Context: an optimization exercise on an open-source flow, tuned for small area, a short achievable clock period and few clock cycles per item. The choices shown serve that exercise and are no tape-out recipe.
Function was checked by simulation only, so behaviour that the tests miss may differ from the original.
Power and IR drop assume default switching activity.

## red
==> flow/design.v (excerpt) <==
module casio_core (
    input  wire        clk,
    input  wire        rst,             
    input  wire        cmd_valid,
    output wire        cmd_ready,
    input  wire [31:0] cmd,
    input  wire [1:0]  core_elevel,     
    input  wire        core_mie,        
    output reg         rsp_valid,
    output reg         rsp_exc,         
    output reg  [1:0]  rsp_exc_level,
    output reg  [6:0]  rsp_exc_index,
    output reg         rsp_diag,        
    output reg         rsp_step,        
    output reg         rsp_busmiss,     
    output reg  [7:0]  rsp_rdata,       
    output reg  [4:0]  rsp_ticks,       
    output reg  [7:0]  rsp_hsedge,
    output reg  [7:0]  rsp_lsedge,
    output reg  [7:0]  rsp_hsout,       
    output reg  [7:0]  rsp_lsout,       
    output reg  [1:0]  rsp_runmode,     
    output reg  [2:0]  rsp_fatal        
);
For scale: roughly 2300 cells after synthesis, ~100 I/O pins, ~0.019 mm² of cells after synthesis.
Settings: LEC_CHECK=0, CAP_MARGIN=20, CORE_MARGIN=2, CORE_UTILIZATION=40, PLACE_DENSITY=0.6, SLEW_MARGIN=20; clock period 42.0 ns.
standard.sh (not shown) runs the stock make flow with config.mk's settings and CLKGATE_MAP_FILE= SYNTH_SCRIPT=/design/flow/synth_recipe.tcl, a recipe that flattens the netlist after the stock synthesis.
==> flow/flow/run.sh <==
#!/bin/bash
set -euo pipefail
here=$(pwd)
export REF_SYNTH_TCL="$here/synth_recipe.tcl"
export OWN_ABC_SCRIPT="$here/flow/area.abc"
export BUFFER_PORTS_ARGS="-buffer_cell sky130_fd_sc_hd__buf_2"
export CTS_ARGS="-sink_clustering_enable -repair_clock_nets -dont_use_dummy_load -sink_clustering_size 20 -sink_clustering_max_diameter 100"
sed "s#SYNTH_SCRIPT=[^ ]*#SYNTH_SCRIPT=$here/flow/synth.tcl#" standard.sh > own_standard.sh
grep -q "SYNTH_SCRIPT=$here/flow/synth.tcl" own_standard.sh
bash own_standard.sh > standard_flow.log 2>&1
==> flow/flow/area.abc <==
strash
balance -l
resub -K 6 -l
rewrite -l
resub -K 6 -N 2 -l
refactor -l
resub -K 8 -l
balance -l
resub -K 8 -N 2 -l
rewrite -l
resub -K 10 -l
rewrite -z -l
resub -K 10 -N 2 -l
balance -l
resub -K 12 -l
refactor -z -l
resub -K 12 -N 2 -l
rewrite -z -l
balance -l
&get -n
&st
&deepsyn -T 60
&dch -f
&nf -R 1000
&put
topo
==> flow/flow/synth.tcl <==
source $::env(REF_SYNTH_TCL)

set net $::env(RESULTS_DIR)/1_2_yosys.v
file copy -force $net $::env(RESULTS_DIR)/1_2_yosys_ref.v
design -reset
foreach lib $::env(LIB_FILES) { yosys read_liberty -ignore_miss_func $lib }
foreach c [list dfxtp_1 edfxtp_1 dfrtp_1 dfstp_1 dfxbp_1 dfrtn_1 conb_1] {
  catch { yosys blackbox sky130_fd_sc_hd__$c }
}
yosys read_verilog $::env(RESULTS_DIR)/1_2_yosys_ref.v
yosys hierarchy -top $::env(DESIGN_NAME)
yosys flatten
yosys opt_clean
yosys opt -fast
set i [lsearch -exact $abc_args -script]
lset abc_args [expr { $i + 1 }] $::env(OWN_ABC_SCRIPT)
yosys abc {*}$abc_args
yosys setundef -zero
yosys splitnets
yosys opt_clean -purge
yosys hilomap -singleton -hicell {*}$::env(TIEHI_CELL_AND_PORT) -locell {*}$::env(TIELO_CELL_AND_PORT)
yosys insbuf -buf {*}$::env(MIN_BUF_CELL_AND_PORTS)
yosys tee -o $::env(REPORTS_DIR)/synth_stat_remap.txt stat {*}$lib_args
yosys write_verilog -noattr -nohex -nodec $net
Testbench counts of red, summed over its fixed seeds: cycles 32,648, items 32,000.
Edits applied to the flow inputs when going from red to blue:
==> flow/flow/run.sh <==
#!/bin/bash
set -euo pipefail
here=$(pwd)
export REF_SYNTH_TCL="$here/synth_recipe.tcl"
export OWN_ABC_SCRIPT="$here/flow/area.abc"
export BUFFER_PORTS_ARGS="-buffer_cell sky130_fd_sc_hd__buf_2"
export CTS_ARGS="-sink_clustering_enable -repair_clock_nets -dont_use_dummy_load"
sed "s#SYNTH_SCRIPT=[^ ]*#SYNTH_SCRIPT=$here/flow/synth.tcl#" standard.sh > own_standard.sh
grep -q "SYNTH_SCRIPT=$here/flow/synth.tcl" own_standard.sh
bash own_standard.sh > standard_flow.log 2>&1
## What came out
blue completed; timing, DRC and antenna clean
There was hardly any difference in routed length per placed instance between blue and red.
Sort blue and red by setup slack, ascending, and blue comes first.
blue does worse than red on final critical path time including I/O delays and setup.
blue vs red: global-route usage up
Looking at blue and red, the critical path's largest stage delay is a wash.
From red to blue, synthesized cell count did not move at all.
Inputs modified between blue and green:
==> flow/flow/run.sh <==
#!/bin/bash
set -euo pipefail
here=$(pwd)
export REF_SYNTH_TCL="$here/synth_recipe.tcl"
export OWN_ABC_SCRIPT="$here/flow/area.abc"
export BUFFER_PORTS_ARGS="-buffer_cell sky130_fd_sc_hd__buf_2"
export CTS_ARGS="-sink_clustering_enable -repair_clock_nets -dont_use_dummy_load -sink_clustering_size 20 -sink_clustering_max_diameter 100"
sed "s#SYNTH_SCRIPT=[^ ]*#SYNTH_SCRIPT=$here/flow/synth.tcl#" standard.sh > own_standard.sh
grep -q "SYNTH_SCRIPT=$here/flow/synth.tcl" own_standard.sh
bash own_standard.sh > standard_flow.log 2>&1
Compared with blue, met3 wire length in green decreased by a few percent. green ended with less worst vdd rail ir drop than blue. Final antenna diode count came out exactly the same in blue and green. green vs blue, proportion of layout cells with a drive suffix above 1 went down by 0.78 points. blue → green: via count lower, wire length the detailed router placed on met1 roughly the same, maximum cell stage delay along the critical path roughly the same. Looking only at clock buffer count from CTS, and setting everything else aside, the higher value of blue and green goes to blue. green against blue: count of non-filler cells in the finished layout went down by 0.67%, post-route worst setup slack picked up an extra 0.029 ns.

[afterwards: timing with drivers on the ports]
Ports are ideal in the flow. The routed layouts listed here were re-timed in OpenROAD.
Step 1 assumes that a clkbuf_16 drives the clock port and a buf_2 every other input.
Step 2, shift: input delay + t, output delay - t, t = (earliest + latest rising clock arrival at the registers) / 2. This alone moves slack from input paths to output paths.
Slacks: ideal ports / drivers / drivers and shift; pairs: ideal ports / drivers.
run	t (ns)	setup WS [ns]	worst setup path at the end
red	0.604	32.553 / 32.496 / 32.104	input to register
blue	0.626	32.524 / 32.466 / 32.089	input to register
green	0.604	32.553 / 32.496 / 32.104	input to register
After both steps setup and hold are still met in every run listed.
